Context: an optimization exercise on an open-source flow, tuned for small area, a short achievable clock period and few clock cycles per item. The choices shown serve that exercise and are no tape-out recipe.
No functional check of the RTL was part of any run shown here.
Power and IR drop assume default switching activity.

<file path="flow/run.sh">
#!/bin/bash
# synth_recipe.tcl (not shown) runs the flow's synth.tcl, then flattens the netlist and writes it again
# the make line also repeats each setting of config.mk as NAME=value (left out here)
make -C /OpenROAD-flow-scripts/flow DESIGN_CONFIG=/design/flow/config.mk WORK_HOME=/design/flow/orfs CLKGATE_MAP_FILE= SYNTH_SCRIPT=/design/flow/synth_recipe.tcl finish
</file>
<file path="flow/config.mk">
export PLATFORM = sky130hd
export DESIGN_NAME = tcp_engine
export DESIGN_NICKNAME = tcp_engine
export VERILOG_FILES = /design/flow/design.v
export SDC_FILE = /design/flow/constraint.sdc
export NUM_CORES = 4
export LEC_CHECK = 0
export CAP_MARGIN = 20
export CORE_MARGIN = 2
export CORE_UTILIZATION = 40
export PLACE_DENSITY = 0.6
export SLEW_MARGIN = 20
</file>
<file path="flow/constraint.sdc">
create_clock -name core_clock -period 14.0 [get_ports {clk}]
set_input_delay 2.8000 -clock core_clock [delete_from_list [all_inputs] [get_ports {clk}]]
set_output_delay 2.8000 -clock core_clock [all_outputs]
set_load 0.01 [all_outputs]
</file>
<file path="flow/design.v">
module tcp_engine #(
    parameter N = 8                        
) (
    input  wire        clk,
    input  wire        rst,
    input  wire        cmd_valid,
    output wire        cmd_ready,
    input  wire [1:0]  cmd_op,             
    input  wire [31:0] cmd_local_addr,
    input  wire [31:0] cmd_remote_addr,
    input  wire [15:0] cmd_local_port,
    input  wire [15:0] cmd_remote_port,
    input  wire [3:0]  cmd_flags,          
    input  wire [31:0] cmd_seq,
    input  wire [31:0] cmd_ackno,
    input  wire [31:0] cmd_iss,
    output reg         rsp_valid,
    input  wire        rsp_ready,
    output reg  [3:0]  rsp_status,
    output reg         rsp_created,
    output reg  [3:0]  rsp_state,
    output reg  [31:0] rsp_seq,
    output reg  [31:0] rsp_ackno,
    output reg         tx_valid,
    input  wire        tx_ready,
    output reg  [31:0] tx_data,
    output reg         tx_last
);
    localparam CW = $clog2(N + 1);
    localparam OP_GOC = 2'd0, OP_SEG = 2'd1, OP_CLOSE = 2'd2, OP_TIMEOUT = 2'd3;
    localparam ST_OK        = 4'h0, ST_OK_REPLY  = 4'h1, ST_NOMATCH = 4'h2,
               ST_VIOLATION = 4'h3, ST_TABLE_FULL = 4'h7;
    localparam S_CLOSED = 4'd0, S_LISTEN = 4'd1, S_SYNSENT = 4'd2, S_SYNRCVD = 4'd3,
               S_ESTAB = 4'd4, S_FINWAIT1 = 4'd5, S_FINWAIT2 = 4'd6, S_CLOSEWAIT = 4'd7,
               S_CLOSING = 4'd8, S_LASTACK = 4'd9, S_TIMEWAIT = 4'd10;
    integer i;
    reg  [CW-1:0]  cnt;
    reg  [95:0]    e_key [0:N-1];
    reg  [3:0]     e_st  [0:N-1];
    reg  [31:0]    e_seq [0:N-1];
    reg  [31:0]    e_ack [0:N-1];
    reg         c_full;                    
    reg         c_look;                    
    reg  [1:0]  c_op;
    reg  [31:0] c_laddr, c_raddr;
    reg  [15:0] c_lport, c_rport;
    reg  [3:0]  c_flags;
    reg  [31:0] c_seq, c_ackno, c_iss;
    wire [95:0] c_key = {c_laddr, c_raddr, c_rport, c_lport};
    wire f_syn = c_flags[3];
    wire f_ack = c_flags[2];
    wire f_fin = c_flags[1];
    reg          x_go;                     
    reg  [N-1:0] x_rd;                     
    reg  [N-1:0] x_wr;                     
    reg          x_created, x_full, x_reply;
    assign cmd_ready = !c_full || x_go;
    wire accept = cmd_valid && cmd_ready;
    reg  [N-1:0] hit;
    reg  [3:0]   h_st;
    always @(*) begin
        h_st = 4'd0;
        for (i = 0; i < N; i = i + 1) begin
            hit[i] = (i < cnt) && (e_key[i] == c_key);
            h_st = h_st | ({4{hit[i]}} & e_st[i]);
        end
    end
    wire         l_hit  = |hit;
    wire         l_full = !l_hit && (cnt == N);
    wire [3:0]   l_st   = l_hit ? h_st : S_LISTEN;
    function reply_of;
        input [1:0] op;
        input [3:0] fl;
        input [3:0] st;
        begin
            reply_of = 1'b0;
            case (op)
                OP_SEG: begin
                    if (fl[3]) reply_of = (st == S_LISTEN && !fl[2]) ||
                                          (st == S_SYNSENT && fl[2]);
                    else       reply_of = fl[1] && (st == S_ESTAB || st == S_FINWAIT1 ||
                                                    st == S_FINWAIT2);
                end
                OP_CLOSE: reply_of = (st == S_ESTAB || st == S_CLOSEWAIT);
                default: reply_of = 1'b0;
            endcase
        end
    endfunction
    wire l_reply = !l_full && reply_of(c_op, c_flags, l_st);
    reg [N-1:0] free_oh;
    always @(*) for (i = 0; i < N; i = i + 1) free_oh[i] = (cnt == i);
    reg  [3:0]  t_st;
    reg  [31:0] t_seq, t_ack;
    always @(*) begin
        t_st = {3'd0, x_created}; t_seq = 32'd0; t_ack = 32'd0;
        for (i = 0; i < N; i = i + 1) begin
            t_st  = t_st  | ({4{x_rd[i]}}  & e_st[i]);
            t_seq = t_seq | ({32{x_rd[i]}} & e_seq[i]);
            t_ack = t_ack | ({32{x_rd[i]}} & e_ack[i]);
        end
    end
    wire [31:0] seq_p1   = c_seq + 32'd1;
    wire [31:0] ackno_m1 = c_ackno - 32'd1;
    reg  [3:0]  n_status;
    reg  [3:0]  n_st;
    reg  [31:0] n_seq, n_ack;
    reg  [2:0]  n_rflags;                  
    always @(*) begin
        n_status = ST_NOMATCH;
        n_st     = t_st;
        n_seq    = t_seq;
        n_ack    = t_ack;
        n_rflags = 3'b000;
        case (c_op)
            OP_GOC: n_status = ST_OK;
            OP_SEG: begin
                if (f_syn && t_st != S_LISTEN && t_st != S_SYNSENT) begin
                    n_status = ST_VIOLATION;
                end else begin
                    case (t_st)
                        S_LISTEN: if (f_syn && !f_ack) begin                   
                            n_status = ST_OK_REPLY; n_st = S_SYNRCVD;
                            n_seq = c_iss; n_ack = seq_p1; n_rflags = 3'b110;
                        end
                        S_SYNSENT: if (f_syn && f_ack) begin                   
                            n_status = ST_OK_REPLY; n_st = S_ESTAB;
                            n_seq = c_ackno; n_ack = seq_p1; n_rflags = 3'b010;
                        end
                        S_SYNRCVD: if (f_ack && ackno_m1 == t_seq) begin       
                            n_status = ST_OK; n_st = S_ESTAB; n_seq = c_ackno;
                        end
                        S_ESTAB: if (f_fin) begin                               
                            n_status = ST_OK_REPLY; n_st = S_CLOSEWAIT;
                            n_ack = seq_p1; n_rflags = 3'b010;
                        end
                        S_FINWAIT1: if (f_fin) begin                            
                            n_status = ST_OK_REPLY; n_st = S_CLOSING;
                            n_ack = seq_p1; n_rflags = 3'b010;
                        end else if (f_ack) begin                               
                            n_status = ST_OK; n_st = S_FINWAIT2; n_seq = c_ackno;
                        end
                        S_FINWAIT2: if (f_fin) begin                            
                            n_status = ST_OK_REPLY; n_st = S_TIMEWAIT;
                            n_ack = seq_p1; n_rflags = 3'b010;
                        end
                        S_CLOSING: if (f_ack) begin                             
                            n_status = ST_OK; n_st = S_TIMEWAIT; n_seq = c_ackno;
                        end
                        S_LASTACK: if (f_ack) begin                             
                            n_status = ST_OK; n_st = S_CLOSED; n_seq = c_ackno;
                        end
                        default: ;
                    endcase
                end
            end
            OP_CLOSE: begin
                if (t_st == S_ESTAB) begin                                      
                    n_status = ST_OK_REPLY; n_st = S_FINWAIT1; n_rflags = 3'b001;
                end else if (t_st == S_CLOSEWAIT) begin                         
                    n_status = ST_OK_REPLY; n_st = S_LASTACK; n_rflags = 3'b001;
                end
            end
            OP_TIMEOUT: begin
                if (t_st == S_TIMEWAIT) begin                                   
                    n_status = ST_OK; n_st = S_CLOSED;
                end
            end
        endcase
        if (x_full) n_status = ST_TABLE_FULL;
    end
    reg         f_pend;                    
    reg  [31:0] f_w [0:4];                 
    reg  [2:0]  f_fl;                      
    reg  [3:0]  k;                         
    reg  [2:0]  s_fl;                      
    reg  [19:0] acc;                       
    wire f_busy = f_pend || (tx_valid && k < 4'd8) || (x_go && x_reply);
    function [15:0] fold20;
        input [19:0] s;
        reg   [16:0] t;
        begin
            t = {1'b0, s[15:0]} + {13'd0, s[19:16]};
            t = {1'b0, t[15:0]} + {16'd0, t[16]};
            fold20 = t[15:0];
        end
    endfunction
    function [7:0] flag_byte;
        input [2:0] rf;
        flag_byte = {3'b000, rf[1], 1'b0, 1'b0, rf[2], rf[0]};
    endfunction
    wire        adv   = !tx_valid || tx_ready;
    wire        cont  = tx_valid && (k != 4'd10);    
    wire        start = !cont && f_pend;             
    wire [3:0]  j     = cont ? k + 4'd1 : 4'd0;
    wire [2:0]  j_fl  = start ? f_fl : s_fl;
    reg  [31:0] nw;
    always @(*) begin
        case (j)
            4'd0:    nw = 32'h0000_0800;
            4'd1:    nw = 32'h4500_0028;
            4'd2:    nw = 32'h0000_0000;
            4'd3:    nw = {16'h4006, ~fold20(acc)};
            4'd9:    nw = {8'h50, flag_byte(s_fl), 16'h0400};
            4'd10:   nw = {~fold20(acc), 16'h0000};
            default: nw = f_w[0];
        endcase
    end
    reg  [31:0] a_op;
    always @(*) begin
        case (j)
            4'd2:    a_op = f_w[1];
            4'd3:    a_op = {12'hFCE, 12'h000, flag_byte(s_fl)};
            default: a_op = f_w[0];
        endcase
    end
    wire [19:0] a_add = (j == 4'd3) ? (20'hFCEEC + {12'd0, a_op[7:0]})
                                    : ({4'd0, a_op[31:16]} + {4'd0, a_op[15:0]});
    wire        a_en  = (j == 4'd1) || (j == 4'd2) || (j == 4'd3) ||
                        (j == 4'd6) || (j == 4'd7) || (j == 4'd8);
    wire rsp_hold  = rsp_valid && !rsp_ready;
    wire c_full_n  = accept || (c_full && !x_go);
    wire c_look_n  = accept;
    wire reply_n   = c_look ? l_reply : x_reply;
    wire x_go_n    = c_full_n && !c_look_n && !rsp_hold && !(reply_n && f_busy);
    always @(posedge clk) begin
        if (rst) begin
            c_full   <= 1'b0;
            c_look   <= 1'b0;
            x_go     <= 1'b0;
            cnt      <= {CW{1'b0}};
            rsp_valid <= 1'b0;
            tx_valid <= 1'b0;
            tx_last  <= 1'b0;
            f_pend   <= 1'b0;
        end else begin
            c_full <= c_full_n;
            c_look <= c_look_n;
            x_go   <= x_go_n;
            if (c_look) begin
                if (!l_hit && !l_full) cnt <= cnt + 1'b1;
                x_rd      <= hit;
                x_wr      <= l_hit ? hit : free_oh;
                x_created <= !l_hit && !l_full;
                x_full    <= l_full;
                x_reply   <= l_reply;
            end
            if (x_go) rsp_valid <= 1'b1;
            else if (rsp_ready) rsp_valid <= 1'b0;
            if (x_go && x_reply) f_pend <= 1'b1;
            else if (adv && start) f_pend <= 1'b0;
            if (adv) begin
                tx_valid <= cont || start;
                tx_last  <= (cont || start) && (j == 4'd10);
            end
        end
        if (accept) begin
            c_op    <= cmd_op;
            c_laddr <= cmd_local_addr;
            c_raddr <= cmd_remote_addr;
            c_lport <= cmd_local_port;
            c_rport <= cmd_remote_port;
            c_flags <= cmd_flags;
            c_seq   <= cmd_seq;
            c_ackno <= cmd_ackno;
            c_iss   <= cmd_iss;
        end
        if (c_look)
            for (i = 0; i < N; i = i + 1)
                if (free_oh[i]) e_key[i] <= c_key;
        if (x_go) begin
            for (i = 0; i < N; i = i + 1)
                if (x_wr[i]) begin
                    e_st[i]  <= n_st;
                    e_seq[i] <= n_seq;
                    e_ack[i] <= n_ack;
                end
            rsp_status  <= n_status;
            rsp_created <= x_created;
            rsp_state   <= n_st;
            rsp_seq     <= n_seq;
            rsp_ackno   <= n_ack;
        end
        if (x_go && x_reply) begin
            f_w[0] <= c_laddr;
            f_w[1] <= c_raddr;
            f_w[2] <= {c_lport, c_rport};
            f_w[3] <= n_seq;
            f_w[4] <= n_ack;
            f_fl   <= n_rflags;
        end else if (adv && cont && j >= 4'd4 && j <= 4'd8) begin
            f_w[0] <= f_w[1];
            f_w[1] <= f_w[2];
            f_w[2] <= f_w[3];
            f_w[3] <= f_w[4];
        end
        if (adv) begin
            tx_data <= nw;
            k       <= j;
            if (start) s_fl <= f_fl;
            if (j == 4'd0)  acc <= 20'h0852E;
            else if (a_en)  acc <= acc + a_add;
        end
    end
endmodule
</file>
==> flow_metrics.py, run 1 <==
metrics = {
    "finish": {
        "stdcell_area_um2": 91200,
        "final_nets": 5914,
        "layout-drive-gt1-share": 0.106,
        "postLayoutCoreUtil": 0.469,
        "area_growth_pct": 16.6,
    },
    "route": {
        "drc_errors": 0,
        "viasPerCell": 5.86,
        "routed-via-count": 48957,
        "firstDrtPassIters": 6,
        "totalWireLength_mm": 250,
        "drtIter0Drc": 6464,
        "routedWlPerCell_um": 30.0,
        "antenna_left": 0,
    },
    "synthesis": {
        "synth.distinct_cells": 97,
        "yosysMostFrequentCell": "edfxtp_1",
        "synth.area.top_cells": "edfxtp_1, xor2_1, xnor2_1",
        "synth_top_area_share": 0.699,
        "synth_area_um2": 78200,
        "ys_async_sr_fraction": 0,
        "synth_nets": 5478,
        "synth-main-ff-cell": "edfxtp_1",
        "seq_area_frac_synth": 0.702,
        "yosysWarnings": 6,
        "yosysTopAreaCell": "edfxtp_1",
        "synthCells": 5218,
        "synth_edf_count": 1822,
        "ys_ff_latch": 1833,
        "synth.avg_cell_area_um2": 15.0,
        "ys_top_cells_by_count": "edfxtp_1, xor2_1, xnor2_1",
    },
    "setup_path": {
        "path_max_fanout": 65,
        "endpoint_kind": "flop",
        "crit_family": "compound AO/OA/AOI/OAI gates",
        "ff2ff_setup_slack_ps": 5820,
        "cp-start-kind": "flop",
        "reg2reg_from": "k[0]$_DFFE_PP_",
        "cp.arrival_ps": 8800,
        "crit_buf_inv": 1,
        "crit_type": "flop to flop",
        "crit_start": "k[0]$_DFFE_PP_",
        "slowest_stage": "edfxtp_1",
        "worst_ep_required_time_ps": 14610,
        "cpPeakStageDelay_ps": 730,
        "crit_top_cell": "nor2_1",
    },
    "sta": {
        "worst_pin_slew_ps": 1200,
        "slew_headroom": 0.190,
        "drv_slew": 0,
        "max_freq_mhz": 122,
        "rsz0062_at_grt": "no",
        "hold_violations": 0,
        "tns_ps": 0,
        "skew_ps": 83.2,
        "setup_viol": 0,
        "fin_crit_sh": 0.585,
        "period_needed_ps": 8180,
    },
    "clocking": {
        "cts_htree_levels": 4,
        "cts_made_buffers": 190,
        "clkLatencyLatePin_ps": 880,
        "cts_buffer_depth": 3,
        "clk_pin_slew_ps": 70,
        "clkSinkCount": 1833,
        "tritoncts": "built",
        "post_cts_buffers": 0,
        "cts_resized": 0,
        "cts_hold_buf": 0,
        "cts_root_buffer": "clkbuf_16",
    },
    "power": {
        "p_leak_nw": 27.6,
        "worst_ir_drop_vdd_mv": 0.107,
        "p_per_area_nw_per_um2": 136,
    },
    "placed_design": {
        "port-buffer-count": 309,
        "dpl-instance-area_um2": 84900,
        "dp_hpwl_mm": 161,
        "place_congestion": 0.944,
    },
    "global_route": {
        "grt_overflow": 0,
        "grt_pass1_wl_mm": 352,
        "grt_pass1_vias": 46626,
        "grt_max_degree": 80,
        "antenna_found_initial": 20,
        "grt_util_all_layers": 0.248,
    },
    "die": {
        "die_area_um2": 199000,
        "floorplan.initialDensity": 0.402,
        "io_pins": 312,
        "rows": 162,
        "coreArea_um2": 195000,
        "die_y_um": 446,
        "die_w_um": 446,
    },
    "run": {
        "max-cap-violations": 0,
    },
    "hold_path": {
        "hold_class": "flop to flop",
        "worstHoldStart": "f_fl[0]$_DFFE_PP_",
    },
    "status": {
        "run_status": "no timing/DRC/antenna violations",
    },
}
-- metal layers --
metal | up-vias | wire length (µm) | track usage
li1 | 21097 | - | -
met1 | 25000 | 105000 | 0.354
met2 | 2475 | 115000 | 0.386
met3 | 379 | 22300 | 0.0408
met4 | 6 | 8590 | 0.0801
met5 | - | 38 | 0
-- path summary, 6_finish.rpt --
| kind | end | cells after the start |
|---|---|---|
| setup reg to reg | acc[19]$_SDFFCE_PP0P_ | 30 |
| hold reg to reg | s_fl[0]$_DFFE_PP_ | 0 |
| hold / removal | s_fl[0]$_DFFE_PP_ | 0 |
| setup / recovery | acc[19]$_SDFFCE_PP0P_ | 30 |
-- through the flow --
stage                     hold slack (ps)  cells  setup slack [ps]  power (mW)
after floorplan                       400   5218               984        6.94
after global placement                407   8003              5860        7.39
after detailed placement              410   8004              5790        7.40
after CTS                             424   8356              5770        12.5
after global routing                  438   8356              5040        12.8
final                                 423   8358              5820        12.4
-- kinds of logic (layout without fill, tap and decap cells) --
family,count (synthesis),count (layout),synth area share
flops,1833,1833,0.702
fa+ha+maj,57,57,0.00940
mux,99,99,0.0142
other cells,1,3,0.0000479
compound gates,757,757,0.0709
xor+xnor,755,755,0.0850
buf+inv,354,950,0.0199
simple gates,1362,1362,0.0983
-- flip-flops by register name (all words and copies together) (netlist names), 160 cells and up --
signal	flops
e_ack	256
e_seq	256
f_w	160
e_key	768
-- where the power goes --
| part | internal, mW | switching, mW |
|---|---|---|
| Sequential | 6.18 | 0.0828 |
| Clock | 2.91 | 2.21 |
| Combinational | 0.342 | 0.689 |
| Total | 9.43 | 2.98 |
-- worst reg2reg max path: cells and delay by family, from the launching register on --
family,cells,cell delay (ps)
AOI/OAI and AO/OA,13,3180
and+or+nand+nor,10,1870
adders and majority gates,4,1360
DFF,1,730
buffers and inverters,1,480
xor gates and xnor gates,2,310
-- layout make-up --
cell class              count  area [µm²]
fillers                 16850      103000
flip-flops and latches   1833       54900
multi-input cells        3031       21900
clock buffers             235        4950
repair buffers            483        4420
well taps                2542        3180
clock inverters           117        1370
inverters                 115         437
diodes                      2        5.00
-- layout by cell type, fill, tap and decap left out, types with 20 or more instances in the layout --
cell,synthesis,layout
o21ai_0,123,122
nand4_1,219,219
nor2b_1,30,30
nor2_1,153,152
clkinv_1,1,46
xnor2_1,367,367
and4_1,27,27
clkbuf_1,115,43
nand3_1,87,87
a22oi_1,181,181
o2111ai_1,31,31
nor3_1,57,54
edfxtp_1,1822,1822
a32o_1,21,21
buf_4,15,173
clkdlybuf4s50_1,0,309
clkinv_2,0,28
xor2_1,385,385
or4_1,30,30
nand2b_1,209,209
bufinv_16,0,20
mux2_2,92,92
a221oi_1,65,64
a22o_1,78,78
and3_1,31,27
nand2_1,251,248
clkbuf_16,0,191
ha_1,54,54
a21oi_1,70,69
inv_1,113,112
nor4_1,160,156
a31oi_1,35,30
==> run 2: changes to the inputs <==
==> flow/flow/run.sh (new file) <==
#!/bin/bash
# Standard ORFS layout, with repair_timing aiming well below the clock period.
set -uo pipefail
bash standard.sh SETUP_SLACK_MARGIN=${MARGIN:-9.5} finish > make_finish.log 2>&1
==> flow/standard.sh (new file) <==
#!/bin/bash
# synth_recipe.tcl (not shown) runs the flow's synth.tcl, then flattens the netlist and writes it again
# the make line also repeats each setting of config.mk as NAME=value (left out here)
make -C /OpenROAD-flow-scripts/flow DESIGN_CONFIG=/design/flow/config.mk WORK_HOME=/design/flow/orfs CLKGATE_MAP_FILE= SYNTH_SCRIPT=/design/flow/synth_recipe.tcl "${@:-finish}"
removed: flow/run.sh
==> flow_metrics.py, run 2 <==
metrics = {
    "sta": {
        "rsz0062_at_grt": "yes",
        "skew_ps": 82.9,
        "max_freq_mhz": 189,
        "fin_crit_sh": 0.379,
        "tns_ps": 0,
        "setup_viol": 0,
        "slew_headroom": 0.248,
        "period_needed_ps": 5300,
        "hold_violations": 0,
        "worst_pin_slew_ps": 1120,
        "drv_slew": 0,
    },
    "die": {
        "die_area_um2": 199000,
        "die_y_um": 446,
        "rows": 162,
        "floorplan.initialDensity": 0.402,
        "coreArea_um2": 195000,
        "die_w_um": 446,
        "io_pins": 312,
    },
    "finish": {
        "stdcell_area_um2": 93400,
        "final_nets": 6017,
        "area_growth_pct": 19.4,
        "mostFrequentLayoutCell": "edfxtp_1",
        "final_cell_mix": "edfxtp_1, xor2_1, xnor2_1, nand2_1, buf_4",
        "largest_register": "e_key",
        "fillers": 16603,
        "largest_reg_flops": 768,
        "seqCellArea_um2": 54900,
        "multi_input_area_um2": 23000,
        "top_regs": "e_key: 768 flops, e_ack: 256 flops, e_seq: 256 flops",
        "layout-drive-gt1-share": 0.149,
    },
    "setup_path": {
        "crit_family": "compound AO/OA/AOI/OAI gates",
        "crit_type": "flop to flop",
        "endpoint_kind": "flop",
        "worst_ep_required_time_ps": 14600,
        "cpPeakStageDelay_ps": 470,
        "cp-start-kind": "flop",
        "crit_buf_inv": 2,
        "cp.arrival_ps": 5900,
        "slowest_stage": "edfxtp_1",
        "path_max_fanout": 8,
        "crit_top_cell": "a21oi_2",
    },
    "route": {
        "routedWlPerCell_um": 29.9,
        "wl_met1_mm": 107,
        "routed-via-count": 49708,
        "drtIter0Drc": 6487,
        "viasPerCell": 5.87,
        "wl_met3_mm": 21.8,
        "met2_length_mm": 115,
        "dr.max_layer_used": "met5",
        "firstDrtPassIters": 6,
        "drc_errors": 0,
        "antenna_left": 0,
        "totalWireLength_mm": 253,
    },
    "synthesis": {
        "ys_top_cells_by_count": "edfxtp_1, xor2_1, xnor2_1",
        "ys_async_sr_fraction": 0,
        "synth-main-ff-cell": "edfxtp_1",
        "seq_area_frac_synth": 0.702,
        "synth.avg_cell_area_um2": 15.0,
        "yosysMostFrequentCell": "edfxtp_1",
        "synth_nets": 5478,
        "yosysWarnings": 6,
        "synth_top_area_share": 0.699,
        "yosysTopAreaCell": "edfxtp_1",
        "ys_ff_latch": 1833,
        "synth.area.top_cells": "edfxtp_1, xor2_1, xnor2_1",
        "synthCells": 5218,
        "synth_area_um2": 78200,
        "synth_edf_count": 1822,
        "synth.distinct_cells": 97,
    },
    "power": {
        "pwr-share-comb": 0.095,
        "clkPwrFrac": 0.406,
        "p_per_area_nw_per_um2": 134,
        "p_leak_nw": 28.6,
        "p_int_mw": 9.47,
        "sequentialPowerShare": 0.498,
        "p_sw_mw": 3.08,
        "p_sw_frac": 0.245,
        "worst_ir_drop_vdd_mv": 0.100,
    },
    "clocking": {
        "clk_pin_slew_ps": 60,
        "cts_made_buffers": 188,
        "cts_htree_levels": 4,
        "tritoncts": "built",
        "clkLatencyLatePin_ps": 880,
        "cts_buffer_depth": 3,
        "clkSinkCount": 1833,
        "cts_root_buffer": "clkbuf_16",
    },
    "placed_design": {
        "place_congestion": 0.927,
        "dp_hpwl_mm": 160,
        "port-buffer-count": 309,
        "dpl-instance-area_um2": 85000,
    },
    "global_route": {
        "grt_max_degree": 83,
        "antenna_found_initial": 23,
        "grt_overflow": 0,
        "grt_pass1_vias": 47300,
        "grt_util_all_layers": 0.250,
        "grt_pass1_wl_mm": 354,
    },
    "run": {
        "max-cap-violations": 0,
    },
    "status": {
        "run_status": "no timing/DRC/antenna violations",
    },
    "hold_path": {
        "hold_class": "flop to flop",
    },
}
## run 2: routing by layer
metal	GRT usage	vias to the layer above
li1	-	21327
met1	0.361	25481
met2	0.386	2497
met3	0.0370	399
met4	0.0829	4
met5	0	-
## run 2: worst register-to-register path, delay by kind of cell, from the launching register on
| kind | cells | cell delay (ps) |
|---|---|---|
| flip-flops | 1 | 470 |
| AND/OR/NAND/NOR | 9 | 880 |
| XOR/XNOR | 3 | 470 |
| AO/OA/AOI/OAI | 13 | 2100 |
| adder cells (fa/ha/maj) | 3 | 840 |
| buffers and inverters | 2 | 310 |
## run 2: cell type report
cell class,count,area share
Timing Repair Buffer,585,0.0588
Clock inverter,127,0.0154
Inverter,115,0.00484
Antenna cell,7,0.000188
Tap cell,2542,0.0340
Multi-Input combinational cell,3034,0.247
Sequential cell,1833,0.588
Clock buffer,224,0.0520
## run 2: final timing paths
kind / cells after the start / startpoint / endpoint / slack (ps)
worst max-delay path: 30 / k[0]$_DFFE_PP_ / acc[19]$_SDFFCE_PP0P_ / 8700
worst min-delay path: 0 / f_fl[2]$_DFFE_PP_ / s_fl[2]$_DFFE_PP_ / 410
worst max register to register: 30 / k[0]$_DFFE_PP_ / acc[19]$_SDFFCE_PP0P_ / 8700
worst min register to register: 0 / f_fl[2]$_DFFE_PP_ / s_fl[2]$_DFFE_PP_ / 410
## run 2: what timing repair did
item                                    in CTS  in global routing
resized for setup                          255                114
cloned                                       4                  4
endpoints found under the setup margin     755                254
buffers inserted                            66                 38
hold buffers                                 0                  0
pin swaps                                   58                 61
## run 2: kinds of logic (layout without fill, tap and decap cells)
group                      count (synthesis)  after routing  share of synthesized area
xor gates and xnor gates                 755            755                     0.0850
muxes                                     99             99                     0.0142
other                                      1              8                  0.0000479
adders and majority gates                 57             57                    0.00940
DFF                                     1833           1833                      0.702
and+or+nand+nor                         1362           1365                     0.0983
buffers and inverters                    354           1051                     0.0199
AOI/OAI and AO/OA                        757            757                     0.0709
## run 2: per-stage QoR
step / std cells / power (mW) / worst slack (ps) / hold slack [ps] / utilization
6_report: 8467 / 12.5 / 8700 / 410 / 0.480
2_1_floorplan: 5218 / 6.96 / 7540 / 400 / -
5_1_grt: 8462 / 12.9 / 8450 / 425 / 0.480
3_5_place_dp: 7996 / 7.42 / 7010 / 407 / 0.437
3_3_place_gp: 7996 / 7.42 / 6930 / 407 / 0.437
4_1_cts: 8417 / 12.5 / 8730 / 405 / 0.475
## run 2: power groups by stage
| stage | Combinational [mW] | Sequential, mW | Clock (mW) |
|---|---|---|---|
| floorplan | 0.582 | 6.38 | 0 |
| global placement | 1.04 | 6.38 | 0 |
| detailed placement | 1.04 | 6.38 | 0 |
| CTS | 1.11 | 6.25 | 5.16 |
| global route | 1.26 | 6.26 | 5.37 |
| finish | 1.19 | 6.25 | 5.10 |

-- separate check: timing with driven ports --
In the flow no input, the clock included, has a driving cell. The finished layouts below were timed again as built, in two steps.
Step 1: set_driving_cell puts a clkbuf_16 on clk and a buf_2 on each other input, an assumption about the parent block.
Step 2, shift: input delay + t, output delay - t, t = (earliest + latest rising clock arrival at the registers) / 2. This alone moves slack from input paths to output paths.
Slacks: ideal ports / drivers / drivers and shift; pairs: ideal ports / drivers.
run | shift t [ns] | setup WS [ns] | hold slack, ns
run 1 | 0.926 | 5.816 / 5.816 / 5.816 | 0.423 / 0.423 / 0.423
run 2 | 0.920 | 8.701 / 8.701 / 8.694 | 0.410 / 0.410 / 0.410
After both steps setup and hold are still met in every run listed. For run 2, which loses most, drivers alone change the setup slack by 0.000 ns; drivers and shift together by -0.007 ns.
